Background: an optimization exercise with open tools, aiming at small area, a short achievable clock period and few clock cycles per item. Do not read the settings as production practice. Only simulation tests tie the RTL to the original design; equivalence was not proved.

## flow/design.v (module list and top-level ports; edited modules follow where they fit)
// module fp_addsub: 72 lines
// module fft16_fix: 16 lines
// module fp_mulk2_a: 571 lines
// module fp_mulk2_b: 499 lines
// module fft16: 521 lines
module fft16 (
    input  wire        clk,
    input  wire        rst,
    input  wire        in_valid,
    output reg         in_ready,
    input  wire [31:0] in_re,
    input  wire [31:0] in_im,
    output wire        out_valid,
    input  wire        out_ready,
    output wire [31:0] out_re,
    output wire [31:0] out_im
);
  // ...
==> flow/run.sh <==
#!/bin/bash
# synth_recipe.tcl (not shown) runs the flow's synth.tcl, then flattens the netlist and writes it again
# the make line also repeats each setting of config.mk as NAME=value (left out here)
make -C /OpenROAD-flow-scripts/flow DESIGN_CONFIG=/design/flow/config.mk WORK_HOME=/design/flow/orfs CLKGATE_MAP_FILE= SYNTH_SCRIPT=/design/flow/synth_recipe.tcl finish
==> flow/config.mk <==
export PLATFORM = sky130hd
export DESIGN_NAME = fft16
export DESIGN_NICKNAME = fft16
export VERILOG_FILES = /design/flow/design.v
export SDC_FILE = /design/flow/constraint.sdc
export NUM_CORES = 8
export LEC_CHECK = 0
export ABC_AREA = 1
export CAP_MARGIN = 20
export CORE_MARGIN = 2
export CORE_UTILIZATION = 40
export SETUP_SLACK_MARGIN = 2
export SLEW_MARGIN = 20
==> flow/constraint.sdc <==
create_clock -name core_clock -period 85.0 [get_ports {clk}]
set_input_delay 17.0000 -clock core_clock [delete_from_list [all_inputs] [get_ports {clk}]]
set_output_delay 17.0000 -clock core_clock [all_outputs]
set_load 0.01 [all_outputs]
==> summary.md, run 1 <==
| Metric | Value |
|---|---|
| Status | failed layout checks |
| Violated checks | antenna violations, max-capacitance violations, max-slew violations |
| Multi-input logic area | about 0.11 mm2 |
| Sequential area share after synthesis | about 43% |
| Post-place setup slack | approximately 65 ns |
| Fin. max-slew vios | 13 |
| Yosys cell types | 93 |
| Fmax | 50.2 MHz |
| CTS Hold Bufs | 0 |
| FILL cells | between 50k and 60k |
| ANT cells | roughly 240 |
| CTS max path bufs | 4 |
| Die Y | ~750 um |
| Crit path to | E_im_11[0] |
| Top-count cell post-synth | nand2_1 |
| Synth area leaders | edfxtp_1, nand2_1, inv_1 |
| Most frequent cells in the layout | nand2_1, inv_1, edfxtp_1, nand3_1, o21ai_0 |
| Max Cap Viol | 1 |
| Critical path peak fanout | 99 |
| FF-to-FF End | E_im_11[0] |
| Setup crit end kind | flop |
| Period minus WS final | 19.93 ns |
| Final ANT Viol Nets | 1 |
| Worst-path clk slew | around 0.06 ns |
| Worst Setup Start Kind | flop |
| Clock-cell share of area | 5.05% |
| Signal inverters | between 3k and 4k |
| CP bufs+invs | 12 |
Testbench counts, summed over its fixed seeds: cycles 2,360, frames 128.
==> module fp_addsub, before the edit <==
module fp_addsub (
    input  wire [31:0] x,
    input  wire [31:0] y,
    output reg  [31:0] s,
    output reg  [31:0] d
);
    wire        sx = x[31], sy = y[31];
    wire        swap = y[30:0] > x[30:0];
    wire [30:0] big = swap ? y[30:0] : x[30:0];
    wire [30:0] sml = swap ? x[30:0] : y[30:0];
    wire [7:0]  eb = big[30:23], es = sml[30:23];
    wire        nb = |eb, ns = |es;
    wire [23:0] mb = {nb, big[22:0]};
    wire [23:0] ms = {ns, sml[22:0]};
    wire [7:0]  de = eb - es - {7'd0, nb & ~ns};
    wire [4:0]  sh = (de > 8'd27) ? 5'd27 : de[4:0];
    wire [53:0] al_w = {ms, 3'b000, 27'd0} >> sh;
    wire [26:0] al = {al_w[53:28], al_w[27] | (|al_w[26:0])};
    wire [27:0] sum = {1'b0, mb, 3'b000} + {1'b0, al};
    wire        ov  = sum[27];
    wire [23:0] am  = ov ? sum[27:4] : sum[26:3];
    wire        ag  = ov ? sum[3] : sum[2];
    wire        ast = ov ? (|sum[2:0]) : (|sum[1:0]);
    wire        ar  = ag & (ast | am[0]);
    wire [7:0]  ebb = eb | {7'd0, ~nb};
    wire [8:0]  ae  = {1'b0, ebb} + {8'd0, ov} - 9'd1;
    wire [32:0] apk = {1'b0, ae, 23'd0} + {9'd0, am} + {32'd0, ar};
    wire        aov = apk[31:23] >= 9'd255;
    wire [26:0] dif = {mb, 3'b000} - al;
    reg  [4:0]  lz;
    integer     i;
    always @* begin
        lz = 5'd27;
        for (i = 0; i < 27; i = i + 1)
            if (dif[i]) lz = 5'd26 - i[4:0];
    end
    wire [7:0]  lim = ebb - 8'd1;
    wire [4:0]  ls  = ({3'd0, lz} > lim) ? lim[4:0] : lz;
    wire [26:0] nd  = dif << ls;
    wire [23:0] sm  = nd[26:3];
    wire        sr  = nd[2] & ((|nd[1:0]) | sm[0]);
    wire [7:0]  se  = ebb - {3'd0, ls} - 8'd1;
    wire [31:0] spk = {1'b0, se, 23'd0} + {8'd0, sm} + {31'd0, sr};
    wire        sz  = (dif == 27'd0);
    wire x_nan = (x[30:23] == 8'hFF) && (x[22:0] != 0);
    wire y_nan = (y[30:23] == 8'hFF) && (y[22:0] != 0);
    wire x_inf = (x[30:23] == 8'hFF) && (x[22:0] == 0);
    wire y_inf = (y[30:23] == 8'hFF) && (y[22:0] == 0);
    wire [30:0] addv = aov ? {8'hFF, 23'd0} : apk[30:0];
    wire [30:0] subv = sz ? 31'd0 : spk[30:0];
    wire        same = ~(sx ^ sy);
    wire        s_sg = swap ? sy : sx;
    wire        d_sg = swap ? ~sy : sx;
    always @* begin
        if (x_nan || y_nan || (x_inf && y_inf && !same))
            s = 32'h7FC00000;
        else if (x_inf || y_inf)
            s = {s_sg, 8'hFF, 23'd0};
        else if (same)
            s = {s_sg, addv};
        else
            s = {s_sg & ~sz, subv};
        if (x_nan || y_nan || (x_inf && y_inf && same))
            d = 32'h7FC00000;
        else if (x_inf || y_inf)
            d = {d_sg, 8'hFF, 23'd0};
        else if (!same)
            d = {d_sg, addv};
        else
            d = {d_sg & ~sz, subv};
    end
endmodule
==> run 2: changes to the inputs <==
--- a/flow/design.v
+++ b/flow/design.v
@@ -1,61 +1,98 @@
-module fp_addsub (
+module fp_addsub #(parameter PIPE = 1) (
+    input  wire        clk,
+    input  wire        en,
     input  wire [31:0] x,
     input  wire [31:0] y,
     output reg  [31:0] s,
     output reg  [31:0] d
 );
-    wire        sx = x[31], sy = y[31];
-    wire        swap = y[30:0] > x[30:0];
+    wire        ygt;
+    wire [30:0] cmp_s;
+    bk_add #(31, 5) u_cmp (.a(y[30:0]), .b(~x[30:0]), .ci(1'b0), .s(cmp_s), .co(ygt));   
+    wire        swap = ygt;
     wire [30:0] big = swap ? y[30:0] : x[30:0];
     wire [30:0] sml = swap ? x[30:0] : y[30:0];
-    wire [7:0]  eb = big[30:23], es = sml[30:23];
-    wire        nb = |eb, ns = |es;
-    wire [23:0] mb = {nb, big[22:0]};
+    wire [7:0]  eb_a = big[30:23], es = sml[30:23];
+    wire        nb_a = |eb_a, ns = |es;
     wire [23:0] ms = {ns, sml[22:0]};
-    wire [7:0]  de = eb - es - {7'd0, nb & ~ns};
+    wire [7:0]  de = eb_a - es - {7'd0, nb_a & ~ns};
     wire [4:0]  sh = (de > 8'd27) ? 5'd27 : de[4:0];
-    wire [53:0] al_w = {ms, 3'b000, 27'd0} >> sh;
-    wire [26:0] al = {al_w[53:28], al_w[27] | (|al_w[26:0])};
-    wire [27:0] sum = {1'b0, mb, 3'b000} + {1'b0, al};
-    wire        ov  = sum[27];
-    wire [23:0] am  = ov ? sum[27:4] : sum[26:3];
-    wire        ag  = ov ? sum[3] : sum[2];
-    wire        ast = ov ? (|sum[2:0]) : (|sum[1:0]);
+    wire [26:0] alm = {ms, 3'b000} >> sh;
+    reg  [23:0] lost;
+    integer     i;
+    always @* begin
+        for (i = 0; i < 24; i = i + 1)
+            lost[i] = ({1'b0, sh} > (i + 3));
+    end
+    wire        stk = |(ms & lost);
+    wire x_nan_a = (x[30:23] == 8'hFF) && (x[22:0] != 0);
+    wire y_nan_a = (y[30:23] == 8'hFF) && (y[22:0] != 0);
+    wire x_inf_a = (x[30:23] == 8'hFF) && (x[22:0] == 0);
+    wire y_inf_a = (y[30:23] == 8'hFF) && (y[22:0] == 0);
+    reg  [22:0] fb;
+    reg  [7:0]  eb;
+    reg  [26:0] al;
+    reg         sx, sy, sw, x_nan, y_nan, x_inf, y_inf;
+    generate if (PIPE) begin : g_pipe
+        always @(posedge clk) if (en) begin
+            fb <= big[22:0]; eb <= eb_a;
+            al <= {alm[26:1], alm[0] | stk};
+            sx <= x[31]; sy <= y[31]; sw <= swap;
+            x_nan <= x_nan_a; y_nan <= y_nan_a; x_inf <= x_inf_a; y_inf <= y_inf_a;
+        end
+    end else begin : g_comb
+        always @* begin
+            fb = big[22:0]; eb = eb_a;
+            al = {alm[26:1], alm[0] | stk};
+            sx = x[31]; sy = y[31]; sw = swap;
+            x_nan = x_nan_a; y_nan = y_nan_a; x_inf = x_inf_a; y_inf = y_inf_a;
+        end
+    end endgenerate
+    wire        nb = |eb;
+    wire [23:0] mb = {nb, fb};
+    wire [23:0] s24l;
+    wire        s24c;
+    bk_add #(24, 5) u_add (.a(mb), .b(al[26:3]), .ci(1'b0), .s(s24l), .co(s24c));
+    wire [24:0] s24 = {s24c, s24l};
+    wire        ov  = s24[24];
+    wire [23:0] am  = ov ? s24[24:1] : s24[23:0];
+    wire        ag  = ov ? s24[0] : al[2];
+    wire        ast = ov ? (|al[2:0]) : (|al[1:0]);
     wire        ar  = ag & (ast | am[0]);
-    wire [7:0]  ebb = eb | {7'd0, ~nb};
-    wire [8:0]  ae  = {1'b0, ebb} + {8'd0, ov} - 9'd1;
-    wire [32:0] apk = {1'b0, ae, 23'd0} + {9'd0, am} + {32'd0, ar};
-    wire        aov = apk[31:23] >= 9'd255;
-    wire [26:0] dif = {mb, 3'b000} - al;
+    wire [7:0]  aef = nb ? (eb + {7'd0, ov}) : {7'd0, am[23]};
+    wire [30:0] apk_l;
+    wire        apk_c;
+    bk_add #(31, 5) u_ainc (.a({aef, am[22:0]}), .b(31'd0), .ci(ar), .s(apk_l), .co(apk_c));
+    wire        aov = apk_c | (&apk_l[30:23]);
+    wire [26:0] dif;
+    wire        dco;
+    bk_add #(27, 5) u_sub (.a({mb, 3'b000}), .b(~al), .ci(1'b1), .s(dif), .co(dco));
     reg  [4:0]  lz;
-    integer     i;
     always @* begin
         lz = 5'd27;
         for (i = 0; i < 27; i = i + 1)
             if (dif[i]) lz = 5'd26 - i[4:0];
     end
-    wire [7:0]  lim = ebb - 8'd1;
+    wire [7:0]  lim = nb ? (eb - 8'd1) : 8'd0;
     wire [4:0]  ls  = ({3'd0, lz} > lim) ? lim[4:0] : lz;
     wire [26:0] nd  = dif << ls;
     wire [23:0] sm  = nd[26:3];
     wire        sr  = nd[2] & ((|nd[1:0]) | sm[0]);
-    wire [7:0]  se  = ebb - {3'd0, ls} - 8'd1;
-    wire [31:0] spk = {1'b0, se, 23'd0} + {8'd0, sm} + {31'd0, sr};
+    wire [7:0]  sef = sm[23] ? ((eb | {7'd0, ~nb}) - {3'd0, ls}) : 8'd0;
+    wire [30:0] spk;
+    wire        spc;
+    bk_add #(31, 5) u_sinc (.a({sef, sm[22:0]}), .b(31'd0), .ci(sr), .s(spk), .co(spc));
     wire        sz  = (dif == 27'd0);
-    wire x_nan = (x[30:23] == 8'hFF) && (x[22:0] != 0);
-    wire y_nan = (y[30:23] == 8'hFF) && (y[22:0] != 0);
-    wire x_inf = (x[30:23] == 8'hFF) && (x[22:0] == 0);
-    wire y_inf = (y[30:23] == 8'hFF) && (y[22:0] == 0);
-    wire [30:0] addv = aov ? {8'hFF, 23'd0} : apk[30:0];
-    wire [30:0] subv = sz ? 31'd0 : spk[30:0];
+    wire [30:0] addv = aov ? {8'hFF, 23'd0} : apk_l;
+    wire [30:0] subv = sz ? 31'd0 : spk;
     wire        same = ~(sx ^ sy);
-    wire        s_sg = swap ? sy : sx;
-    wire        d_sg = swap ? ~sy : sx;
+    wire        s_sg = sw ? sy : sx;
+    wire        d_sg = sw ? ~sy : sx;
     always @* begin
         if (x_nan || y_nan || (x_inf && y_inf && !same))
             s = 32'h7FC00000;
         else if (x_inf || y_inf)
             s = {s_sg, 8'hFF, 23'd0};
         else if (same)
             s = {s_sg, addv};
         else
@@ -65,16 +102,58 @@
         else if (x_inf || y_inf)
             d = {d_sg, 8'hFF, 23'd0};
         else if (!same)
             d = {d_sg, addv};
         else
             d = {d_sg & ~sz, subv};
     end
 endmodule
+module bk_add #(parameter W = 27, parameter L = 5) (
+    input  wire [W-1:0] a,
+    input  wire [W-1:0] b,
+    input  wire         ci,
+    output wire [W-1:0] s,
+    output wire         co
+);
+    wire [W-1:0] p0 = a ^ b;
+    wire [W-1:0] g0 = (a & b) | {{(W-1){1'b0}}, p0[0] & ci};
+    wire [W-1:0] g [0:2*L];
+    wire [W-1:0] p [0:2*L];
+    assign g[0] = g0;
+    assign p[0] = p0;
+    genvar l, i;
+    generate
+        for (l = 0; l < L; l = l + 1) begin : up
+            for (i = 0; i < W; i = i + 1) begin : b
+                if ((i % (1 << (l + 1))) == (1 << (l + 1)) - 1) begin : c
+                    assign g[l + 1][i] = g[l][i] | (p[l][i] & g[l][i - (1 << l)]);
+                    assign p[l + 1][i] = p[l][i] & p[l][i - (1 << l)];
+                end else begin : t
+                    assign g[l + 1][i] = g[l][i];
+                    assign p[l + 1][i] = p[l][i];
+                end
+            end
+        end
+        for (l = 0; l < L - 1; l = l + 1) begin : dn
+            for (i = 0; i < W; i = i + 1) begin : b
+                if ((i % (2 << (L - 2 - l))) == (1 << (L - 2 - l)) - 1 && i >= (2 << (L - 2 - l))) begin : c
+                    assign g[L + l + 1][i] = g[L + l][i] | (p[L + l][i] & g[L + l][i - (1 << (L - 2 - l))]);
+                    assign p[L + l + 1][i] = p[L + l][i] & p[L + l][i - (1 << (L - 2 - l))];
+                end else begin : t
+                    assign g[L + l + 1][i] = g[L + l][i];
+                    assign p[L + l + 1][i] = p[L + l][i];
+                end
+            end
+        end
+    endgenerate
+    wire [W-1:0] c = g[2 * L - 1];
+    assign s  = p0 ^ {c[W-2:0], ci};
+    assign co = c[W-1];
+endmodule
 module fft16_fix (
     input  wire [31:0] v,
     input  wire [8:0]  p,
     input  wire        en,
     input  wire        neg,
     input  wire        flip,
     output wire [31:0] y
 );
@@ -643,18 +722,20 @@
     wire signed [9:0] e = $signed({2'b00, ex | {7'd0, ~nx}}) - $signed({2'b00, ek}) + $signed({9'd0, p47});
     wire [1:0]  rsh = (e < 10'sd1) ? (2'd1 - e[1:0]) : 2'd0;
     wire [2:0]  amt = {2'b00, p47} + {1'b0, rsh};
     wire [27:0] r  = {2'b00, p} >> amt;
     wire [23:0] m  = r[24:1];
     wire        g  = r[0];
     wire        st = sel ? (((amt == 3'd0) & (|mx[21:0])) | ((amt == 3'd1) & (|mx[22:0])) | ((amt == 3'd2) & (|mx[23:0])) | ((amt == 3'd3) & (|mx[24:0]))) : (((amt == 3'd0) & (|mx[20:0])) | ((amt == 3'd1) & (|mx[21:0])) | ((amt == 3'd2) & (|mx[22:0])) | ((amt == 3'd3) & (|mx[23:0])));
     wire        rn = g & (st | m[0]);
-    wire [7:0]  ef = (e < 10'sd1) ? 8'd0 : (e[7:0] - 8'd1);
-    wire [30:0] pk = {ef, 23'd0} + {7'd0, m} + {30'd0, rn};
+    wire [7:0]  ef = (e < 10'sd1) ? 8'd0 : e[7:0];
+    wire [30:0] pk;
+    wire        pkc;
+    bk_add #(31, 5) u_rnd (.a({ef, m[22:0]}), .b(31'd0), .ci(rn), .s(pk), .co(pkc));
     always @* begin
         if (ex == 8'hFF)
             y = (x[22:0] != 0) ? 32'h7FC00000 : {sx, 8'hFF, 23'd0};
         else
             y = {sx, pk};
     end
 endmodule
 module fp_mulk2_b (
@@ -1142,18 +1223,20 @@
     wire signed [9:0] e = $signed({2'b00, ex | {7'd0, ~nx}}) - $signed({2'b00, ek}) + $signed({9'd0, p47});
     wire [1:0]  rsh = (e < 10'sd1) ? (2'd1 - e[1:0]) : 2'd0;
     wire [2:0]  amt = {2'b00, p47} + {1'b0, rsh};
     wire [27:0] r  = {2'b00, p} >> amt;
     wire [23:0] m  = r[24:1];
     wire        g  = r[0];
     wire        st = ((amt == 3'd0) & (|mx[21:0])) | ((amt == 3'd1) & (|mx[22:0])) | ((amt == 3'd2) & (|mx[23:0])) | ((amt == 3'd3) & (|mx[24:0]));
     wire        rn = g & (st | m[0]);
-    wire [7:0]  ef = (e < 10'sd1) ? 8'd0 : (e[7:0] - 8'd1);
-    wire [30:0] pk = {ef, 23'd0} + {7'd0, m} + {30'd0, rn};
+    wire [7:0]  ef = (e < 10'sd1) ? 8'd0 : e[7:0];
+    wire [30:0] pk;
+    wire        pkc;
+    bk_add #(31, 5) u_rnd (.a({ef, m[22:0]}), .b(31'd0), .ci(rn), .s(pk), .co(pkc));
     always @* begin
         if (ex == 8'hFF)
             y = (x[22:0] != 0) ? 32'h7FC00000 : {sx, 8'hFF, 23'd0};
         else
             y = {sx, pk};
     end
 endmodule
 module fft16 (
@@ -1186,17 +1269,18 @@
     function automatic outv(input [15:0] o, input [3:0] f);
         outv = (o[0] & f[3]) | (o[1] & f[3]) | (o[2] & f[3]) | (o[3] & f[2]) | (o[4] & f[2]) | (o[5] & f[2]) | (o[6] & f[2]) | (o[7] & f[2]) | (o[8] & f[2]) | (o[9] & f[2]) | (o[10] & f[2]) | (o[11] & f[2]) | (o[12] & f[2]) | (o[13] & f[2]) | (o[14] & f[2]) | (o[15] & f[2]);
     endfunction
     wire        out_slot_v = outv(oh, fv);
     wire        out_stall = out_slot_v && (ocnt == 2'd2);
     wire        go = !in_stall && !out_stall;
     wire        consume = go && need_in;
     wire        push = go && out_slot_v;
-    assign      out_valid = (ocnt != 2'd0);
+    reg         ov;             
+    assign      out_valid = ov;
     assign      out_re = oh_re;
     assign      out_im = oh_im;
     wire        pop = out_valid & out_ready;
     wire        idle = (fv == 4'd0) && !live;
     wire        abort = in_stall && (stc == 6'd32) && (|fv[3:1]);
     wire        ir_nv = take || (ir_v && !consume);    
     reg  [3:0]  slot_n, j0_n, jp_n;
     reg  [15:0] oh_n;
@@ -1221,25 +1305,26 @@
         end
     end
     wire [1:0]  ocnt_n = ocnt + {1'b0, push} - {1'b0, pop};
     wire        need_in_n = live_n && (slot_n >= j0_n);
     wire        in_ready_n = !ir_nv || (need_in_n && !(outv(oh_n, fv_n) && ocnt_n == 2'd2));
     always @(posedge clk) begin
         if (rst) begin
             slot <= 4'd0; oh <= 16'd1; fv <= 4'd0; live <= 1'b0; j0 <= 4'd0;
-            pend <= 1'b0; jp <= 4'd0; stc <= 6'd0; ir_v <= 1'b0; in_ready <= 1'b0; ocnt <= 2'd0;
+            pend <= 1'b0; jp <= 4'd0; stc <= 6'd0; ir_v <= 1'b0; in_ready <= 1'b0; ocnt <= 2'd0; ov <= 1'b0;
         end else begin
             slot <= slot_n; oh <= oh_n; fv <= fv_n; live <= live_n; j0 <= j0_n; pend <= pend_n; jp <= jp_n;
             stc <= (in_stall && !abort) ? stc + 6'd1 : 6'd0;
             ir_v <= ir_nv;
             in_ready <= in_ready_n;
             ocnt <= ocnt_n;
+            ov <= (ocnt_n != 2'd0);
         end
-        if (take) begin ir_re <= in_re; ir_im <= in_im; end
+        if (in_ready) begin ir_re <= in_re; ir_im <= in_im; end
         if (pop && ocnt == 2'd2) begin oh_re <= os_re; oh_im <= os_im; end
         else if (push && (ocnt == 2'd0 || (ocnt == 2'd1 && pop))) begin oh_re <= push_re; oh_im <= push_im; end
         if (push && ((ocnt == 2'd1 && !pop) || (ocnt == 2'd2 && pop))) begin os_re <= push_re; os_im <= push_im; end
     end
     reg  [31:0] E_re_0, E_im_0;
     reg  [31:0] E_re_1, E_im_1;
     reg  [31:0] E_re_2, E_im_2;
     reg  [31:0] E_re_3, E_im_3;
@@ -1250,377 +1335,333 @@
     reg  [31:0] E_re_8, E_im_8;
     reg  [31:0] E_re_9, E_im_9;
     reg  [31:0] E_re_10, E_im_10;
     reg  [31:0] E_re_11, E_im_11;
     reg  [31:0] E_re_12, E_im_12;
     reg  [31:0] E_re_13, E_im_13;
     reg  [31:0] E_re_14, E_im_14;
     reg  [31:0] E_re_15, E_im_15;
-    reg  [31:0] G0_d_r0;
-    reg  [31:0] G0_d_r1;
-    reg  [31:0] G0_d_r2;
-    reg  [31:0] G0_d_r3;
-    reg  [31:0] G0_d_r4;
-    reg  [31:0] G0_d_r5;
-    reg  [31:0] G0_s_r0;
-    reg  [31:0] G0_s_r1;
-    reg  [31:0] G0_s_r2;
-    reg  [31:0] G0_s_r3;
-    reg  [31:0] G1_d_r0;
-    reg  [31:0] G1_d_r1;
-    reg  [31:0] G1_d_r2;
-    reg  [31:0] G1_d_r3;
-    reg  [31:0] G1_d_r4;
-    reg  [31:0] G1_d_r5;
-    reg  [31:0] G1_s_r0;
-    reg  [31:0] G1_s_r1;
-    reg  [31:0] G1_s_r2;
-    reg  [31:0] G2_d_r0;
-    reg  [31:0] G2_d_r1;
-    reg  [31:0] G2_d_r10;
-    reg  [31:0] G2_d_r2;
-    reg  [31:0] G2_d_r3;
-    reg  [31:0] G2_d_r4;
-    reg  [31:0] G2_d_r5;
-    reg  [31:0] G2_d_r6;
-    reg  [31:0] G2_d_r7;
-    reg  [31:0] G2_d_r8;
-    reg  [31:0] G2_d_r9;
-    reg  [31:0] G2_s_r0;
-    reg  [31:0] G2_s_r1;
-    reg  [31:0] G2_s_r2;
-    reg  [31:0] G2_s_r3;
-    reg  [31:0] G3_d_r0;
-    reg  [31:0] G3_d_r1;
-    reg  [31:0] G3_d_r2;
-    reg  [31:0] G3_d_r3;
-    reg  [31:0] G3_d_r4;
-    reg  [31:0] G3_d_r5;
-    reg  [31:0] G3_d_r6;
-    reg  [31:0] G3_d_r7;
-    reg  [31:0] G3_d_r8;
-    reg  [31:0] G3_d_r9;
-    reg  [31:0] G3_s_r0;
-    reg  [31:0] G3_s_r1;
-    reg  [31:0] G3_s_r2;
-    reg  [31:0] G3_s_r3;
-    reg  [31:0] TW_d_r0;
-    reg  [31:0] TW_d_r1;
-    reg  [31:0] TW_s_r0;
-    reg  [31:0] TW_s_r1;
-    reg  [31:0] TW_s_r2;
-    reg  [31:0] TW_s_r3;
+    reg  [31:0] r0;
+    reg  [31:0] r1;
+    reg  [31:0] r10;
+    reg  [31:0] r11;
+    reg  [31:0] r12;
+    reg  [31:0] r13;
+    reg  [31:0] r14;
+    reg  [31:0] r15;
+    reg  [31:0] r16;
+    reg  [31:0] r17;
+    reg  [31:0] r18;
+    reg  [31:0] r19;
+    reg  [31:0] r2;
+    reg  [31:0] r20;
+    reg  [31:0] r21;
+    reg  [31:0] r22;
+    reg  [31:0] r23;
+    reg  [31:0] r24;
+    reg  [31:0] r25;
+    reg  [31:0] r26;
+    reg  [31:0] r27;
+    reg  [31:0] r28;
+    reg  [31:0] r29;
+    reg  [31:0] r3;
+    reg  [31:0] r30;
+    reg  [31:0] r31;
+    reg  [31:0] r32;
+    reg  [31:0] r33;
+    reg  [31:0] r34;
+    reg  [31:0] r35;
+    reg  [31:0] r36;
+    reg  [31:0] r37;
+    reg  [31:0] r38;
+    reg  [31:0] r39;
+    reg  [31:0] r4;
+    reg  [31:0] r40;
+    reg  [31:0] r41;
+    reg  [31:0] r42;
+    reg  [31:0] r43;
+    reg  [31:0] r5;
+    reg  [31:0] r6;
+    reg  [31:0] r7;
+    reg  [31:0] r8;
+    reg  [31:0] r9;
     reg  [31:0] pa, pb;         
     reg         tfx, tfy;       
     wire [31:0] G0_xa;
-    assign G0_xa = (E_re_0 & {32{oh[8]}})
+    assign G0_xa = (E_im_2 & {32{oh[2]}})
+        | (E_re_0 & {32{oh[8]}})
         | (E_re_1 & {32{oh[9]}})
-        | (E_re_2 & {32{(|(oh & 16'h0404))}})
-        | (E_re_3 & {32{oh[11]}})
+        | (E_re_2 & {32{oh[10]}})
+        | (E_re_3 & {32{(|(oh & 16'h0808))}})
         | (E_re_4 & {32{oh[12]}})
         | (E_re_5 & {32{oh[13]}})
         | (E_re_6 & {32{oh[14]}})
         | (E_re_7 & {32{oh[15]}})
-        | (G0_s_r1 & {32{oh[4]}})
-        | (G1_d_r5 & {32{oh[5]}})
-        | (G1_s_r1 & {32{oh[3]}})
-        | (G2_d_r1 & {32{oh[0]}})
-        | (G3_d_r9 & {32{oh[7]}})
-        | (G3_s_r2 & {32{oh[6]}})
-        | (TW_d_r0 & {32{oh[1]}});
+        | (r12 & {32{oh[6]}})
+        | (r14 & {32{oh[4]}})
+        | (r17 & {32{oh[0]}})
+        | (r31 & {32{oh[1]}})
+        | (r7 & {32{oh[7]}})
+        | (r9 & {32{oh[5]}});
     wire [31:0] G0_ya;
-    assign G0_ya = (E_re_6 & {32{oh[2]}})
-        | (G0_d_r3 & {32{oh[5]}})
-        | (G0_d_r4 & {32{oh[7]}})
-        | (G0_s_r2 & {32{oh[4]}})
-        | (G1_s_r2 & {32{oh[3]}})
-        | (G2_s_r2 & {32{oh[6]}})
-        | (G3_d_r0 & {32{oh[0]}})
-        | (TW_d_r1 & {32{oh[1]}})
-        | (ir_re & {32{(|(oh & 16'hFF00))}});
+    assign G0_ya = (E_im_6 & {32{oh[2]}})
+        | (E_re_7 & {32{oh[3]}})
+        | (ir_re & {32{(|(oh & 16'hFF00))}})
+        | (r25 & {32{oh[7]}})
+        | (r27 & {32{oh[1]}})
+        | (r29 & {32{oh[4]}})
+        | (r34 & {32{oh[5]}})
+        | (r6 & {32{oh[6]}})
+        | (r7 & {32{oh[0]}});
     wire [8:0] G0_xp;
-    assign G0_xp = (G0_d_r1[31:23] & {9{oh[7]}})
-        | (G2_d_r0[31:23] & {9{oh[0]}})
-        | (G2_d_r7[31:23] & {9{oh[5]}});
-    wire G0_xf = (|(oh & 16'h00A1));
+    assign G0_xp = (r11[31:23] & {9{oh[7]}})
+        | (r13[31:23] & {9{oh[6]}})
+        | (r19[31:23] & {9{oh[4]}})
+        | (r22[31:23] & {9{oh[0]}});
+    wire G0_xf = (|(oh & 16'h00D1));
     wire G0_xn = 1'b0;
-    wire G0_xl = oh[7];
+    wire G0_xl = (|(oh & 16'h00C1));
     wire [31:0] G0_x;
     fft16_fix u_G0_fixx (.v(G0_xa), .p(G0_xp), .en(G0_xf), .neg(G0_xn), .flip(G0_xl), .y(G0_x));
     wire [8:0] G0_yp;
-    assign G0_yp = (G1_d_r1[31:23] & {9{oh[7]}})
-        | (G3_d_r1[31:23] & {9{(|(oh & 16'h0021))}});
-    wire G0_yf = (|(oh & 16'h00A1));
-    wire G0_yn = (|(oh & 16'h0021));
+    assign G0_yp = (r32[31:23] & {9{oh[4]}})
+        | (r4[31:23] & {9{(|(oh & 16'h0081))}})
+        | (r5[31:23] & {9{oh[6]}});
+    wire G0_yf = (|(oh & 16'h00D1));
+    wire G0_yn = oh[4];
     wire G0_yl = 1'b0;
     wire [31:0] G0_y;
     fft16_fix u_G0_fixy (.v(G0_ya), .p(G0_yp), .en(G0_yf), .neg(G0_yn), .flip(G0_yl), .y(G0_y));
-    reg  [31:0] G0_xq, G0_yq;    
-    always @(posedge clk) if (go) begin G0_xq <= G0_x; G0_yq <= G0_y; end
-    wire [31:0] G0_s, G0_d;
-    fp_addsub u_G0 (.x(G0_xq), .y(G0_yq), .s(G0_s), .d(G0_d));
+    wire [31:0] G0_s, G0_d;    
+    fp_addsub u_G0 (.clk(clk), .en(go), .x(G0_x), .y(G0_y), .s(G0_s), .d(G0_d));
     wire [31:0] G1_xa;
     assign G1_xa = (E_im_0 & {32{(|(oh & 16'h0101))}})
         | (E_im_1 & {32{oh[9]}})
         | (E_im_2 & {32{oh[10]}})
-        | (E_im_3 & {32{oh[11]}})
+        | (E_im_3 & {32{(|(oh & 16'h0808))}})
         | (E_im_4 & {32{oh[12]}})
         | (E_im_5 & {32{oh[13]}})
         | (E_im_6 & {32{oh[14]}})
         | (E_im_7 & {32{oh[15]}})
-        | (G0_d_r2 & {32{oh[6]}})
-        | (G0_s_r3 & {32{oh[3]}})
-        | (G1_d_r0 & {32{oh[4]}})
-        | (G2_d_r7 & {32{oh[5]}})
-        | (G2_s_r0 & {32{oh[7]}})
-        | (TW_s_r0 & {32{oh[2]}})
-        | (TW_s_r2 & {32{oh[1]}});
+        | (r11 & {32{oh[7]}})
+        | (r13 & {32{oh[6]}})
+        | (r15 & {32{(|(oh & 16'h0022))}})
+        | (r26 & {32{oh[4]}})
+        | (r30 & {32{oh[2]}});
     wire [31:0] G1_ya;
     assign G1_ya = (E_im_4 & {32{oh[0]}})
-        | (G0_d_r0 & {32{oh[4]}})
-        | (G0_s_r0 & {32{oh[7]}})
-        | (G1_d_r4 & {32{oh[6]}})
-        | (G2_s_r2 & {32{oh[3]}})
-        | (G3_d_r1 & {32{oh[5]}})
-        | (TW_s_r1 & {32{oh[2]}})
-        | (TW_s_r3 & {32{oh[1]}})
-        | (ir_im & {32{(|(oh & 16'hFF00))}});
+        | (E_im_7 & {32{oh[3]}})
+        | (ir_im & {32{(|(oh & 16'hFF00))}})
+        | (r0 & {32{oh[4]}})
+        | (r3 & {32{(|(oh & 16'h0024))}})
+        | (r33 & {32{oh[1]}})
+        | (r4 & {32{oh[7]}})
+        | (r5 & {32{oh[6]}});
     wire [8:0] G1_xp;
-    assign G1_xp = (G1_d_r2[31:23] & {9{oh[6]}})
-        | (G1_d_r5[31:23] & {9{oh[5]}})
-        | (G3_d_r2[31:23] & {9{oh[4]}});
-    wire G1_xf = (|(oh & 16'h0070));
+    assign G1_xp = (r12[31:23] & {9{oh[6]}})
+        | (r7[31:23] & {9{oh[7]}});
+    wire G1_xf = (|(oh & 16'h00C0));
     wire G1_xn = 1'b0;
-    wire G1_xl = (|(oh & 16'h0030));
+    wire G1_xl = 1'b0;
     wire [31:0] G1_x;
     fft16_fix u_G1_fixx (.v(G1_xa), .p(G1_xp), .en(G1_xf), .neg(G1_xn), .flip(G1_xl), .y(G1_x));
     wire [8:0] G1_yp;
-    assign G1_yp = (G0_d_r3[31:23] & {9{oh[5]}})
-        | (G2_d_r4[31:23] & {9{oh[6]}})
-        | (G2_d_r5[31:23] & {9{oh[4]}});
-    wire G1_yf = (|(oh & 16'h0070));
-    wire G1_yn = oh[6];
+    assign G1_yp = (r25[31:23] & {9{oh[7]}})
+        | (r6[31:23] & {9{oh[6]}});
+    wire G1_yf = (|(oh & 16'h00C0));
+    wire G1_yn = (|(oh & 16'h00C0));
     wire G1_yl = 1'b0;
     wire [31:0] G1_y;
     fft16_fix u_G1_fixy (.v(G1_ya), .p(G1_yp), .en(G1_yf), .neg(G1_yn), .flip(G1_yl), .y(G1_y));
-    reg  [31:0] G1_xq, G1_yq;    
-    always @(posedge clk) if (go) begin G1_xq <= G1_x; G1_yq <= G1_y; end
-    wire [31:0] G1_s, G1_d;
-    fp_addsub u_G1 (.x(G1_xq), .y(G1_yq), .s(G1_s), .d(G1_d));
+    wire [31:0] G1_s, G1_d;    
+    fp_addsub u_G1 (.clk(clk), .en(go), .x(G1_x), .y(G1_y), .s(G1_s), .d(G1_d));
     wire [31:0] G2_xa;
-    assign G2_xa = (E_im_3 & {32{oh[3]}})
-        | (E_im_8 & {32{oh[8]}})
-        | (E_re_0 & {32{oh[15]}})
-        | (E_re_1 & {32{oh[1]}})
+    assign G2_xa = (E_im_1 & {32{oh[1]}})
+        | (E_re_2 & {32{oh[2]}})
         | (E_re_8 & {32{oh[9]}})
-        | (G0_d_r1 & {32{oh[7]}})
-        | (G1_s_r0 & {32{oh[0]}})
-        | (G2_d_r10 & {32{oh[6]}})
-        | (G2_s_r0 & {32{oh[14]}})
-        | (G2_s_r1 & {32{(|(oh & 16'h1004))}})
-        | (G2_s_r3 & {32{oh[11]}})
-        | (G3_d_r2 & {32{oh[4]}})
-        | (TW_d_r0 & {32{oh[13]}})
-        | (TW_s_r0 & {32{(|(oh & 16'h0420))}});
+        | (r0 & {32{(|(oh & 16'h0C00))}})
+        | (r1 & {32{(|(oh & 16'h1020))}})
+        | (r16 & {32{oh[14]}})
+        | (r2 & {32{(|(oh & 16'h2008))}})
+        | (r20 & {32{(|(oh & 16'h0041))}})
+        | (r22 & {32{oh[15]}})
+        | (r42 & {32{oh[7]}})
+        | (r8 & {32{(|(oh & 16'h0110))}});
     wire [31:0] G2_ya;
     assign G2_ya = (E_im_12 & {32{oh[9]}})
-        | (E_im_7 & {32{oh[3]}})
-        | (E_re_12 & {32{oh[8]}})
-        | (E_re_4 & {32{oh[15]}})
-        | (E_re_5 & {32{oh[1]}})
-        | (G1_d_r1 & {32{oh[7]}})
-        | (G2_d_r5 & {32{oh[4]}})
-        | (G2_s_r3 & {32{oh[0]}})
-        | (G3_d_r8 & {32{oh[6]}})
-        | (G3_s_r0 & {32{(|(oh & 16'h4800))}})
-        | (G3_s_r1 & {32{oh[12]}})
-        | (G3_s_r2 & {32{oh[2]}})
-        | (TW_d_r1 & {32{oh[13]}})
-        | (TW_s_r2 & {32{oh[5]}})
-        | (TW_s_r3 & {32{oh[10]}});
+        | (E_im_5 & {32{oh[1]}})
+        | (E_re_6 & {32{oh[2]}})
+        | (r10 & {32{(|(oh & 16'h2080))}})
+        | (r12 & {32{oh[10]}})
+        | (r23 & {32{oh[6]}})
+        | (r3 & {32{oh[12]}})
+        | (r33 & {32{oh[4]}})
+        | (r4 & {32{(|(oh & 16'h8108))}})
+        | (r43 & {32{oh[5]}})
+        | (r9 & {32{(|(oh & 16'h4801))}});
     wire [8:0] G2_xp;
     assign G2_xp = (E_im_8[31:23] & {9{oh[9]}})
-        | (E_re_8[31:23] & {9{oh[8]}})
-        | (G1_d_r0[31:23] & {9{oh[4]}})
-        | (G2_d_r2[31:23] & {9{oh[6]}})
-        | (G3_d_r9[31:23] & {9{oh[7]}});
-    wire G2_xf = (|(oh & 16'h03D0));
+        | (r17[31:23] & {9{oh[15]}})
+        | (r35[31:23] & {9{oh[7]}})
+        | (r37[31:23] & {9{oh[5]}});
+    wire G2_xf = (|(oh & 16'h82A0));
     wire G2_xn = 1'b0;
-    wire G2_xl = (|(oh & 16'h0240));
+    wire G2_xl = (|(oh & 16'h0220));
     wire [31:0] G2_x;
     fft16_fix u_G2_fixx (.v(G2_xa), .p(G2_xp), .en(G2_xf), .neg(G2_xn), .flip(G2_xl), .y(G2_x));
     wire [8:0] G2_yp;
-    assign G2_yp = (E_im_12[31:23] & {9{oh[8]}})
-        | (E_re_12[31:23] & {9{oh[9]}})
-        | (G0_d_r0[31:23] & {9{oh[4]}})
-        | (G0_d_r4[31:23] & {9{oh[7]}})
-        | (G3_d_r5[31:23] & {9{oh[6]}});
-    wire G2_yf = (|(oh & 16'h03D0));
-    wire G2_yn = (|(oh & 16'h0190));
+    assign G2_yp = (E_re_12[31:23] & {9{oh[9]}})
+        | (r16[31:23] & {9{oh[7]}})
+        | (r41[31:23] & {9{oh[5]}})
+        | (r7[31:23] & {9{oh[15]}});
+    wire G2_yf = (|(oh & 16'h82A0));
+    wire G2_yn = (|(oh & 16'h8080));
     wire G2_yl = 1'b0;
     wire [31:0] G2_y;
     fft16_fix u_G2_fixy (.v(G2_ya), .p(G2_yp), .en(G2_yf), .neg(G2_yn), .flip(G2_yl), .y(G2_y));
-    reg  [31:0] G2_xq, G2_yq;    
-    always @(posedge clk) if (go) begin G2_xq <= G2_x; G2_yq <= G2_y; end
-    wire [31:0] G2_s, G2_d;
-    fp_addsub u_G2 (.x(G2_xq), .y(G2_yq), .s(G2_s), .d(G2_d));
+    wire [31:0] G2_s, G2_d;    
+    fp_addsub u_G2 (.clk(clk), .en(go), .x(G2_x), .y(G2_y), .s(G2_s), .d(G2_d));
     wire [31:0] G3_xa;
-    assign G3_xa = (E_im_1 & {32{oh[1]}})
-        | (E_im_2 & {32{oh[2]}})
-        | (E_re_3 & {32{oh[3]}})
-        | (G1_d_r2 & {32{oh[5]}})
-        | (G1_s_r0 & {32{oh[8]}})
-        | (G2_d_r0 & {32{oh[0]}})
-        | (G2_d_r2 & {32{oh[6]}})
-        | (G2_s_r1 & {32{oh[15]}})
-        | (G2_s_r2 & {32{oh[12]}})
-        | (G3_s_r0 & {32{oh[4]}})
-        | (G3_s_r2 & {32{oh[13]}})
-        | (G3_s_r3 & {32{oh[14]}})
-        | (TW_d_r0 & {32{oh[10]}})
-        | (TW_s_r3 & {32{(|(oh & 16'h0A80))}});
+    assign G3_xa = (E_im_8 & {32{oh[9]}})
+        | (E_re_0 & {32{oh[15]}})
+        | (E_re_1 & {32{oh[1]}})
+        | (r1 & {32{oh[10]}})
+        | (r18 & {32{(|(oh & 16'h1001))}})
+        | (r19 & {32{oh[4]}})
+        | (r2 & {32{(|(oh & 16'h0144))}})
+        | (r23 & {32{oh[3]}})
+        | (r26 & {32{oh[13]}})
+        | (r3 & {32{(|(oh & 16'h4800))}})
+        | (r35 & {32{oh[7]}})
+        | (r37 & {32{oh[5]}});
     wire [31:0] G3_ya;
-    assign G3_ya = (E_im_5 & {32{oh[1]}})
-        | (E_im_6 & {32{oh[2]}})
-        | (E_re_7 & {32{oh[3]}})
-        | (G0_s_r0 & {32{oh[14]}})
-        | (G1_s_r2 & {32{oh[4]}})
-        | (G2_d_r4 & {32{oh[5]}})
-        | (G2_s_r3 & {32{oh[12]}})
-        | (G3_d_r1 & {32{oh[0]}})
-        | (G3_d_r5 & {32{oh[6]}})
-        | (G3_s_r1 & {32{oh[13]}})
-        | (G3_s_r3 & {32{(|(oh & 16'h8100))}})
-        | (TW_d_r1 & {32{oh[10]}})
-        | (TW_s_r1 & {32{(|(oh & 16'h0280))}})
-        | (TW_s_r2 & {32{oh[11]}});
+    assign G3_ya = (E_re_12 & {32{oh[9]}})
+        | (E_re_4 & {32{oh[15]}})
+        | (E_re_5 & {32{oh[1]}})
+        | (r13 & {32{(|(oh & 16'h0900))}})
+        | (r16 & {32{oh[7]}})
+        | (r2 & {32{oh[10]}})
+        | (r21 & {32{(|(oh & 16'h2005))}})
+        | (r31 & {32{oh[12]}})
+        | (r32 & {32{(|(oh & 16'h0018))}})
+        | (r41 & {32{oh[5]}})
+        | (r8 & {32{(|(oh & 16'h4040))}});
     wire [8:0] G3_xp;
-    assign G3_xp = (G0_d_r2[31:23] & {9{oh[5]}})
-        | (G2_d_r10[31:23] & {9{oh[6]}})
-        | (G2_d_r1[31:23] & {9{oh[0]}});
-    wire G3_xf = (|(oh & 16'h0061));
+    assign G3_xp = (E_re_8[31:23] & {9{oh[9]}})
+        | (r14[31:23] & {9{oh[4]}})
+        | (r1[31:23] & {9{oh[5]}})
+        | (r42[31:23] & {9{oh[7]}});
+    wire G3_xf = (|(oh & 16'h02B0));
     wire G3_xn = 1'b0;
-    wire G3_xl = (|(oh & 16'h0021));
+    wire G3_xl = (|(oh & 16'h0090));
     wire [31:0] G3_x;
     fft16_fix u_G3_fixx (.v(G3_xa), .p(G3_xp), .en(G3_xf), .neg(G3_xn), .flip(G3_xl), .y(G3_x));
     wire [8:0] G3_yp;
-    assign G3_yp = (G1_d_r4[31:23] & {9{oh[5]}})
-        | (G3_d_r0[31:23] & {9{oh[0]}})
-        | (G3_d_r8[31:23] & {9{oh[6]}});
-    wire G3_yf = (|(oh & 16'h0061));
-    wire G3_yn = oh[6];
+    assign G3_yp = (E_im_12[31:23] & {9{oh[9]}})
+        | (r10[31:23] & {9{oh[7]}})
+        | (r29[31:23] & {9{oh[4]}})
+        | (r43[31:23] & {9{oh[5]}});
+    wire G3_yf = (|(oh & 16'h02B0));
+    wire G3_yn = (|(oh & 16'h0220));
     wire G3_yl = 1'b0;
     wire [31:0] G3_y;
     fft16_fix u_G3_fixy (.v(G3_ya), .p(G3_yp), .en(G3_yf), .neg(G3_yn), .flip(G3_yl), .y(G3_y));
-    reg  [31:0] G3_xq, G3_yq;    
-    always @(posedge clk) if (go) begin G3_xq <= G3_x; G3_yq <= G3_y; end
-    wire [31:0] G3_s, G3_d;
-    fp_addsub u_G3 (.x(G3_xq), .y(G3_yq), .s(G3_s), .d(G3_d));
+    wire [31:0] G3_s, G3_d;    
+    fp_addsub u_G3 (.clk(clk), .en(go), .x(G3_x), .y(G3_y), .s(G3_s), .d(G3_d));
     wire [31:0] tw_a;
-    assign tw_a = (E_im_10 & {32{oh[5]}})
-        | (E_im_11 & {32{oh[8]}})
-        | (E_im_13 & {32{oh[0]}})
-        | (E_im_15 & {32{oh[7]}})
+    assign tw_a = (E_im_10 & {32{oh[4]}})
+        | (E_im_11 & {32{oh[3]}})
+        | (E_im_13 & {32{oh[15]}})
+        | (E_im_15 & {32{oh[9]}})
         | (E_im_9 & {32{oh[1]}})
-        | (E_re_11 & {32{oh[4]}})
+        | (E_re_11 & {32{oh[8]}})
         | (E_re_13 & {32{oh[2]}})
-        | (E_re_14 & {32{oh[6]}})
-        | (E_re_15 & {32{oh[3]}})
-        | (E_re_9 & {32{oh[15]}})
-        | (G2_d_r4 & {32{oh[14]}})
-        | (G3_d_r0 & {32{oh[10]}})
-        | (G3_d_r2 & {32{oh[9]}})
-        | (G3_d_r6 & {32{oh[13]}});
+        | (E_re_14 & {32{oh[5]}})
+        | (E_re_15 & {32{oh[7]}})
+        | (E_re_9 & {32{oh[0]}})
+        | (r17 & {32{oh[10]}})
+        | (r19 & {32{oh[6]}})
+        | (r5 & {32{(|(oh & 16'h4800))}});
     wire [31:0] tw_b;
-    assign tw_b = (E_im_11 & {32{oh[4]}})
+    assign tw_b = (E_im_11 & {32{oh[8]}})
         | (E_im_13 & {32{oh[2]}})
-        | (E_im_14 & {32{oh[6]}})
-        | (E_im_15 & {32{oh[3]}})
-        | (E_im_9 & {32{oh[15]}})
-        | (E_re_10 & {32{oh[5]}})
-        | (E_re_11 & {32{oh[8]}})
-        | (E_re_13 & {32{oh[0]}})
-        | (E_re_15 & {32{oh[7]}})
+        | (E_im_14 & {32{oh[5]}})
+        | (E_im_15 & {32{oh[7]}})
+        | (E_im_9 & {32{oh[0]}})
+        | (E_re_10 & {32{oh[4]}})
+        | (E_re_11 & {32{oh[3]}})
+        | (E_re_13 & {32{oh[15]}})
+        | (E_re_15 & {32{oh[9]}})
         | (E_re_9 & {32{oh[1]}})
-        | (G2_d_r0 & {32{oh[10]}})
-        | (G2_d_r5 & {32{(|(oh & 16'h2200))}})
-        | (G3_d_r5 & {32{oh[14]}});
-    wire tw_ka = (|(oh & 16'h6660));
-    wire tw_kb = (|(oh & 16'h6660));
-    wire tw_fx = (|(oh & 16'h22DC));
-    wire tw_fy = (|(oh & 16'h0087));
+        | (r0 & {32{oh[6]}})
+        | (r14 & {32{(|(oh & 16'h4800))}})
+        | (r22 & {32{oh[10]}});
+    wire tw_ka = (|(oh & 16'h4C70));
+    wire tw_kb = (|(oh & 16'h4C70));
+    wire tw_fx = (|(oh & 16'h43E4));
+    wire tw_fy = (|(oh & 16'h8206));
     reg  [31:0] ta, tb;         
     reg         tka, tkb, tfx0, tfy0;
     always @(posedge clk) if (go) begin
         ta <= tw_a; tb <= tw_b; tka <= tw_ka; tkb <= tw_kb; tfx0 <= tw_fx; tfy0 <= tw_fy;
     end
     wire [31:0] ma, mb;
     fp_mulk2_a u_ma (.x(ta), .sel(tka), .y(ma));    
     fp_mulk2_b u_mb (.x(tb), .sel(tkb), .y(mb));    
     always @(posedge clk) if (go) begin
         pa <= ma; pb <= mb; tfx <= tfx0; tfy <= tfy0;
     end
     wire [31:0] TW_s, TW_d;
-    fp_addsub u_tw (.x({pa[31] ^ tfx, pa[30:0]}), .y({pb[31] ^ tfy, pb[30:0]}), .s(TW_s), .d(TW_d));
+    fp_addsub #(0) u_tw (.clk(clk), .en(go), .x({pa[31] ^ tfx, pa[30:0]}), .y({pb[31] ^ tfy, pb[30:0]}), .s(TW_s), .d(TW_d));
     always @(posedge clk) if (go) begin
-        if (oh[7]) G0_d_r0 <= G0_d;
-        if (oh[1]) G0_d_r1 <= G0_d;
-        if (oh[6]) G0_d_r2 <= G0_d;
-        if ((|(oh & 16'h0028))) G0_d_r3 <= G0_d;
-        if ((|(oh & 16'h0104))) G0_d_r4 <= G0_d;
-        if (oh[4]) G0_d_r5 <= G0_d;
-        if ((|(oh & 16'h0088))) G0_s_r0 <= G0_s;
-        if (oh[1]) G0_s_r1 <= G0_s;
-        if ((|(oh & 16'h0134))) G0_s_r2 <= G0_s;
-        if (oh[6]) G0_s_r3 <= G0_s;
-        if (oh[8]) G1_d_r0 <= G1_d;
-        if (oh[3]) G1_d_r1 <= G1_d;
-        if (oh[6]) G1_d_r2 <= G1_d;
-        if (oh[4]) G1_d_r3 <= G1_d;
-        if ((|(oh & 16'h0084))) G1_d_r4 <= G1_d;
-        if ((|(oh & 16'h0022))) G1_d_r5 <= G1_d;
-        if ((|(oh & 16'h0102))) G1_s_r0 <= G1_s;
-        if (oh[6]) G1_s_r1 <= G1_s;
-        if ((|(oh & 16'h00BC))) G1_s_r2 <= G1_s;
-        if ((|(oh & 16'h0404))) G2_d_r0 <= G2_d;
-        if (oh[9]) G2_d_r1 <= G2_d;
-        if (oh[12]) G2_d_r10 <= G2_d;
-        if (oh[15]) G2_d_r2 <= G2_d;
-        if (oh[3]) G2_d_r3 <= G2_d;
-        if ((|(oh & 16'h4040))) G2_d_r4 <= G2_d;
-        if ((|(oh & 16'h2810))) G2_d_r5 <= G2_d;
-        if (oh[1]) G2_d_r6 <= G2_d;
-        if ((|(oh & 16'h0081))) G2_d_r7 <= G2_d;
-        if (oh[8]) G2_d_r8 <= G2_d;
-        if (oh[5]) G2_d_r9 <= G2_d;
-        if ((|(oh & 16'h0201))) G2_s_r0 <= G2_s;
-        if ((|(oh & 16'h9004))) G2_s_r1 <= G2_s;
-        if ((|(oh & 16'h4050))) G2_s_r2 <= G2_s;
-        if ((|(oh & 16'h2DAA))) G2_s_r3 <= G2_s;
-        if ((|(oh & 16'h0404))) G3_d_r0 <= G3_d;
-        if ((|(oh & 16'h0808))) G3_d_r1 <= G3_d;
-        if ((|(oh & 16'h0210))) G3_d_r2 <= G3_d;
-        if (oh[0]) G3_d_r3 <= G3_d;
-        if (oh[5]) G3_d_r4 <= G3_d;
-        if ((|(oh & 16'h4100))) G3_d_r5 <= G3_d;
-        if ((|(oh & 16'h9000))) G3_d_r6 <= G3_d;
-        if (oh[6]) G3_d_r7 <= G3_d;
-        if (oh[13]) G3_d_r8 <= G3_d;
-        if ((|(oh & 16'h0082))) G3_d_r9 <= G3_d;
-        if ((|(oh & 16'h0C62))) G3_s_r0 <= G3_s;
-        if ((|(oh & 16'h1011))) G3_s_r1 <= G3_s;
-        if ((|(oh & 16'h2184))) G3_s_r2 <= G3_s;
-        if ((|(oh & 16'hC208))) G3_s_r3 <= G3_s;
-        if ((|(oh & 16'h1081))) TW_d_r0 <= TW_d;
-        if ((|(oh & 16'h8900))) TW_d_r1 <= TW_d;
-        if ((|(oh & 16'h0049))) TW_s_r0 <= TW_s;
-        if ((|(oh & 16'h8104))) TW_s_r1 <= TW_s;
-        if ((|(oh & 16'h1030))) TW_s_r2 <= TW_s;
-        if ((|(oh & 16'h0E82))) TW_s_r3 <= TW_s;
+        if ((|(oh & 16'h0CD8))) r0 <= (G1_d & {32{oh[4]}}) | (G2_s & {32{(|(oh & 16'h0880))}}) | (G3_s & {32{(|(oh & 16'h0448))}});
+        if ((|(oh & 16'h2420))) r1 <= (G3_d & {32{oh[13]}}) | (TW_s & {32{(|(oh & 16'h0420))}});
+        if ((|(oh & 16'h324C))) r2 <= (TW_d & {32{(|(oh & 16'h3040))}}) | (TW_s & {32{(|(oh & 16'h020C))}});
+        if ((|(oh & 16'h1C35))) r3 <= (G0_s & {32{(|(oh & 16'h0034))}}) | (G2_s & {32{oh[10]}}) | (TW_s & {32{(|(oh & 16'h1801))}});
+        if ((|(oh & 16'h028A))) r4 <= (G2_d & {32{(|(oh & 16'h0208))}}) | (TW_s & {32{(|(oh & 16'h0082))}});
+        if ((|(oh & 16'h4880))) r5 <= G3_d;
+        if ((|(oh & 16'h8040))) r6 <= G2_d;
+        if ((|(oh & 16'h0201))) r7 <= G3_d;
+        if ((|(oh & 16'h0152))) r8 <= (G0_s & {32{oh[1]}}) | (TW_s & {32{(|(oh & 16'h0150))}});
+        if ((|(oh & 16'h6364))) r9 <= (G2_s & {32{(|(oh & 16'h6064))}}) | (G3_s & {32{(|(oh & 16'h0300))}});
+        if ((|(oh & 16'h8100))) r10 <= (G3_d & {32{oh[15]}}) | (TW_d & {32{oh[8]}});
+        if ((|(oh & 16'h0082))) r11 <= G1_d;
+        if ((|(oh & 16'h1040))) r12 <= (G0_s & {32{oh[6]}}) | (G3_d & {32{oh[12]}});
+        if ((|(oh & 16'h1380))) r13 <= (G2_d & {32{oh[12]}}) | (G2_s & {32{(|(oh & 16'h0300))}}) | (TW_d & {32{oh[7]}});
+        if ((|(oh & 16'h2011))) r14 <= G2_d;
+        if ((|(oh & 16'h2024))) r15 <= G3_s;
+        if ((|(oh & 16'h4080))) r16 <= (G2_d & {32{oh[14]}}) | (G3_s & {32{oh[7]}});
+        if ((|(oh & 16'h0404))) r17 <= G2_d;
+        if ((|(oh & 16'h1001))) r18 <= G3_s;
+        if ((|(oh & 16'h0092))) r19 <= G0_d;
+        if ((|(oh & 16'h0102))) r20 <= G1_s;
+        if ((|(oh & 16'h4805))) r21 <= (G1_d & {32{oh[2]}}) | (G3_s & {32{(|(oh & 16'h4800))}}) | (TW_d & {32{oh[0]}});
+        if ((|(oh & 16'h0404))) r22 <= G3_d;
+        if ((|(oh & 16'h0188))) r23 <= G0_s;
+        if ((|(oh & 16'h01A0))) r24 <= (G1_s & {32{(|(oh & 16'h00A0))}}) | (G2_d & {32{oh[8]}});
+        if ((|(oh & 16'h0108))) r25 <= (G0_d & {32{oh[3]}}) | (G3_d & {32{oh[8]}});
+        if ((|(oh & 16'h0011))) r26 <= G2_s;
+        if ((|(oh & 16'h8042))) r27 <= (G2_s & {32{(|(oh & 16'h8002))}}) | (G3_d & {32{oh[6]}});
+        if ((|(oh & 16'h0032))) r28 <= (G2_d & {32{oh[5]}}) | (G3_s & {32{(|(oh & 16'h0012))}});
+        if ((|(oh & 16'h0028))) r29 <= G1_d;
+        if ((|(oh & 16'h2004))) r30 <= (G0_d & {32{oh[2]}}) | (TW_s & {32{oh[13]}});
+        if ((|(oh & 16'h1008))) r31 <= G2_s;
+        if ((|(oh & 16'h8018))) r32 <= (G3_d & {32{(|(oh & 16'h0018))}}) | (G3_s & {32{oh[15]}});
+        if ((|(oh & 16'h0048))) r33 <= G1_s;
+        if ((|(oh & 16'h0034))) r34 <= (G1_s & {32{(|(oh & 16'h0014))}}) | (G3_d & {32{oh[5]}});
+        if (oh[8]) r35 <= G0_d;
+        if (oh[1]) r36 <= G3_d;
+        if (oh[7]) r37 <= G2_d;
+        if (oh[1]) r38 <= G2_d;
+        if (oh[5]) r39 <= G0_d;
+        if (oh[11]) r40 <= G2_d;
+        if (oh[6]) r41 <= G1_d;
+        if (oh[8]) r42 <= G1_d;
+        if (oh[6]) r43 <= G0_d;
     end
     reg         fq;             
     always @(posedge clk) begin
         if (rst) fq <= 1'b0;
         else if (go) fq <= consume && slot[3];
     end
     always @(posedge clk) begin
         if (consume) begin
@@ -1640,40 +1681,36 @@
             if (oh[12]) begin E_re_3 <= G0_s; E_re_11 <= G0_d; E_im_3 <= G1_s; E_im_11 <= G1_d; end
             if (oh[13]) begin E_re_4 <= G0_s; E_re_12 <= G0_d; E_im_4 <= G1_s; E_im_12 <= G1_d; end
             if (oh[14]) begin E_re_5 <= G0_s; E_re_13 <= G0_d; E_im_5 <= G1_s; E_im_13 <= G1_d; end
             if (oh[15]) begin E_re_6 <= G0_s; E_re_14 <= G0_d; E_im_6 <= G1_s; E_im_14 <= G1_d; end
             if (oh[0]) begin E_re_7 <= G0_s; E_re_15 <= G0_d; E_im_7 <= G1_s; E_im_15 <= G1_d; end
         end
     end
     wire [31:0] o_a;
-    assign o_a = (G0_d_r4 & {32{oh[2]}})
-        | (G0_d_r5 & {32{oh[13]}})
-        | (G0_s_r2 & {32{(|(oh & 16'h0420))}})
-        | (G1_d_r5 & {32{oh[15]}})
-        | (G1_s_r2 & {32{oh[7]}})
-        | (G2_d_r6 & {32{oh[11]}})
-        | (G2_d_r7 & {32{oh[0]}})
-        | (G2_s_r3 & {32{(|(oh & 16'h0108))}})
-        | (G3_d_r3 & {32{oh[12]}})
-        | (G3_d_r4 & {32{oh[14]}})
-        | (G3_d_r7 & {32{oh[1]}})
-        | (G3_s_r0 & {32{(|(oh & 16'h0240))}})
-        | (G3_s_r1 & {32{oh[4]}});
+    assign o_a = (r15 & {32{oh[10]}})
+        | (r19 & {32{oh[0]}})
+        | (r21 & {32{oh[11]}})
+        | (r23 & {32{oh[8]}})
+        | (r25 & {32{oh[1]}})
+        | (r28 & {32{(|(oh & 16'h4030))}})
+        | (r32 & {32{oh[13]}})
+        | (r34 & {32{(|(oh & 16'h000C))}})
+        | (r36 & {32{oh[12]}})
+        | (r6 & {32{oh[15]}})
+        | (r9 & {32{(|(oh & 16'h02C0))}});
     wire [31:0] o_b;
-    assign o_b = (G0_d_r3 & {32{oh[14]}})
-        | (G0_s_r2 & {32{oh[6]}})
-        | (G1_d_r3 & {32{oh[13]}})
-        | (G1_d_r4 & {32{oh[1]}})
-        | (G1_s_r2 & {32{(|(oh & 16'h0220))}})
-        | (G2_d_r3 & {32{oh[12]}})
-        | (G2_d_r8 & {32{oh[2]}})
-        | (G2_d_r9 & {32{oh[15]}})
-        | (G2_s_r3 & {32{(|(oh & 16'h0490))}})
-        | (G3_d_r6 & {32{oh[11]}})
-        | (G3_d_r9 & {32{oh[0]}})
-        | (G3_s_r2 & {32{oh[8]}})
-        | (G3_s_r3 & {32{oh[3]}});
+    assign o_b = (r0 & {32{(|(oh & 16'h0088))}})
+        | (r11 & {32{oh[0]}})
+        | (r13 & {32{oh[9]}})
+        | (r24 & {32{(|(oh & 16'h0142))}})
+        | (r27 & {32{(|(oh & 16'h8020))}})
+        | (r29 & {32{oh[14]}})
+        | (r3 & {32{(|(oh & 16'h0410))}})
+        | (r30 & {32{oh[12]}})
+        | (r38 & {32{oh[13]}})
+        | (r39 & {32{oh[2]}})
+        | (r40 & {32{oh[11]}});
     wire o_fix = (|(oh & 16'hF807));
     wire [31:0] push_re, push_im;
     fft16_fix u_ofix_re (.v(o_a), .p(o_b[31:23]), .en(o_fix), .neg(1'b0), .flip(1'b1), .y(push_re));
     fft16_fix u_ofix_im (.v(o_b), .p(o_a[31:23]), .en(o_fix), .neg(1'b0), .flip(1'b0), .y(push_im));
 endmodule
==> flow/config.mk (replaced) <==
export PLATFORM = sky130hd
export DESIGN_NAME = fft16
export DESIGN_NICKNAME = fft16
export VERILOG_FILES = /design/flow/design.v
export SDC_FILE = /design/flow/constraint.sdc
export NUM_CORES = 8
export LEC_CHECK = 0
export ABC_AREA = 1
export CAP_MARGIN = 30
export CORE_MARGIN = 2
export CORE_UTILIZATION = 40
export SETUP_SLACK_MARGIN = 2
export SLEW_MARGIN = 30
==> run 2 against run 1 <==
Net effect:
- now clean on timing, DRC and antenna
- sequential share of layout area is 1.7 points lower
- synthesized cell count is 6.4% lower
- critical path depth is 88 lower
- area after synthesis is 6.7% lower
- first-iteration DRC count is 11% higher
- register-to-register slack better by 1.3 ns
- die area is 6.7% lower
- global-route usage is 7.1 points higher
- flip-flop and latch count is 315 lower
- final cell count is 5.7% lower
- critical path type is now reg2out
==> summary.md, run 2 <==
| Metric | Value |
|---|---|
| Status | complete, no violations |
| Final hold vios | 0 |
| Critical path peak fanout | 25 (-75%) |
| Fin Clk Skew | around 0.13 ns |
| Post-route insts no fill | approximately 33k |
| Initial core utilization | around 40% |
| GRT overflow | 0 |
| CP bufs+invs | 1 (-11) |
| Slowest cell on the critical path | clkdlybuf4s50_1 |
| Vias in the first global route | 195k |
| Met3 routed WL | about 240000 um |
| First-pass DRT Iterations | 15 |
| Syn_nets | around 27k |
| Largest area contributor in the netlist | edfxtp_1 |
| CP top delay family | buffers and inverters |
| Final TNS setup | 0 ns |
| GRT Resource Usage Total | about 50% |
| Synth area leaders | edfxtp_1, nand2_1, inv_1 |
| Period minus WS final | 19.35 ns (-0.585 ns) |
| Asr flop ratio synth | 0% |
| Post-route cell area | 0.235 mm2 |
| Skew-Pair Late Insertion Delay | between 1 and 1.5 ns |
| DRC viols | 0 |
| CTS tree | yes |
| Vias | 226k |
| Top Ports | between 100 and 150 |
| CTS Buf Count | approximately 370 |
| Worst slew pin tran | around 1.3 ns |
| Critical path's largest stage delay | roughly 0.64 ns |
| I/O Buffers | 133 |
| WL per Instance | 41.7 um |
| Placer congestion estimate | 1.10 |
| # clock sinks | around 3.1k |
| Min-delay src | tfy0 |
| Met2 WL | roughly 500000 um |
| Largest net degree at the start of global routing | around 150 |
| # nets final | around 27k |
| Iter 0 DRT Violations | around 45k |
| Worst r2r src | pa[15] |
| Initial antenna violation count | slightly above 200 |
| Most frequent cells in the layout | nand2_1, inv_1, edfxtp_1, o21ai_0, nor2_1 |
| WL met1 | 484000 um |
| Post-CTS setup buffers | 0 |
| Vias/cell | between 6 and 7 |
| Post-place setup slack | 65.42 ns (+0.187 ns) |
| Detailed Route WL | around 1400000 um |
| FILL cells | 52.2k (-5.2%) |
| First-pass GRT wire length | ~1800000 um |
| CP required | 68.00 ns |
| Worst-path clk slew | 0.06 ns (about the same) |
| Fin crit share | between 20% and 30% |
| Fmax | 51.7 MHz (+3.0%) |
| Most common cell after layout, fill and taps aside | nand2_1 |
| Worst Setup Start Kind | flop |
| Placed cell count | between 30k and 40k |
| Final ANT Viol Nets | 0 (-1) |
| Area growth from synthesis to layout | 12.9% |
| CTS Hold Bufs | 0 (unchanged) |
| Layout cell share with drive strength beyond 1 | around 8% |
| H-tree Lvls | 5 |
| RSZ-0062 raised after global routing | no |
| Die Y | 726 um (-3.4%) |
| Setup crit end kind | primary output |
| Root Buffer | clkbuf_16 |
| Max Cap Viol | 0 (-1) |
| Synth top cells by count | nand2_1, inv_1, edfxtp_1, o21ai_0, nor2_1 |
| CP arrival | approximately 2.4 ns |
| DPL Wire Length | just under 1000000 um |
| Post-synth top area share | between 30 and 40% |
| Num rows | 265 |
| Avg Cell Area, Syn | around 8.2 um2 |
| Critical Path Start | in_ready |
| Slew margin rel. | a little over a tenth |
| Post-synth EDFFs | approximately 2.5k |
| Setup CP Type | reg2out |
| Die ar. | ~0.53 mm2 |
| Cells after Synth | about 25k |
| Worst-path cell chain | clkdlybuf4s50_1 |
| Fin. max-slew vios | 0 (-13) |
| #FFs+latches synth | about 3.1k |
| Yosys warns | 10 |
| Synth Flop Type | edfxtp_1 |
| Post-CTS resize count | 0 |
| Setup Viol. Count Final | 0 |
| Highest metal layer with signal wires | met5 |
| Post-Syn Area | ~0.21 mm2 |
| Placed inst area | 0.221 mm2 |
| Top-count cell post-synth | nand2_1 |
| PnR worst setup slack | 65.65 ns |
| Die W | about 730 um |
| Yosys cell types | 92 (-1.1%) |
| CTS max path bufs | 4 (unchanged) |
| Sequential area share after synthesis | 41.5% (-1.5 points) |
| Core ar. | around 0.52 mm2 |
| Worst min path class | reg2reg |
## run 2: per-stage QoR
| step | utilization (%) | hold slack, ns |
|---|---|---|
| finish | 45.3 | 0.426 |
| global route | 45.1 | 0.433 |
| CTS | 44.9 | 0.416 |
| detailed placement | 42.6 | 0.418 |
| global placement | 42.4 | 0.412 |
| floorplan | - | 0.400 |
## run 2: path summary, 6_finish.rpt
| kind | to | slack (ns) | depth (start not counted) |
|---|---|---|---|
| max | in_ready | 65.65 | 1 |
| min | tfy | 0.43 | 0 |
| max reg2reg | r2[12] | 66.32 | 91 |
| min reg2reg | tfy | 0.43 | 0 |
## run 2: final cells by class
| class | instances | area (um2) | share of cell area (%) |
|---|---|---|---|
| timing repair buffer | 957 | 8150 | 3.46 |
| multi-input combinational | 17400 | 106000 | 45.0 |
| sequential | 3063 | 86500 | 36.7 |
| antenna | 455 | 1140 | 0.484 |
| clock inverter | 196 | 1970 | 0.836 |
| inverter | 3441 | 13000 | 5.53 |
| clock buffer | 487 | 10100 | 4.30 |
| tap | 6942 | 8690 | 3.69 |
## run 2: kinds of logic (layout without fill, tap and decap cells)
kind of cell    count (synthesis)  in the layout  synth area share (%)
simple gates                 9513           9513                  19.2
compound gates               6016           6016                  17.9
buf+inv                      4919           5081                  8.99
flops                        3063           3063                  41.5
fa+ha+maj                    1515           1515                  10.9
xor+xnor                      316            316                  1.33
mux                            38             38                 0.183
other cells                     0            455                     0
## run 2: routing by layer
layer / global-route usage, % / up-vias
met5: 9.54 / -
met4: 40.6 / 86
met3: 30.0 / 6624
met2: 63.1 / 22200
met1: 58.9 / 109000
li1: - / 87900
Testbench counts of run 2, summed over its fixed seeds: cycles 2,360, frames 128.

[afterwards: timing with drivers on the ports]
The results above use ideal ports. As a check the final layouts listed here were re-extracted and re-timed, cells and wires unchanged. Step 1: set_driving_cell puts a clkbuf_16 on clk and a buf_2 on each other input, an assumption about the parent block. Step 2 moves the port delays by t, midway between the first and last clock arrival at a register: inputs arrive t later, outputs are due t later. That takes back most of the time a late clock gives input paths. a / b / c = ideal / step 1 / step 2; a / b = the first two.
| run | t, ns | setup WS [ns] | worst setup path at the end | latest minus earliest clock arrival (ns) |
|---|---|---|---|---|
| run 1 | 1.255 | 65.067 / 65.067 / 65.067 | register to register | 0.091 / 0.092 |
| run 2 | 1.249 | 65.652 / 65.513 / 65.373 | input to register | 0.134 / 0.135 |
For run 2, which loses most, drivers alone change the setup slack by -0.139 ns; drivers and shift together by -0.279 ns.
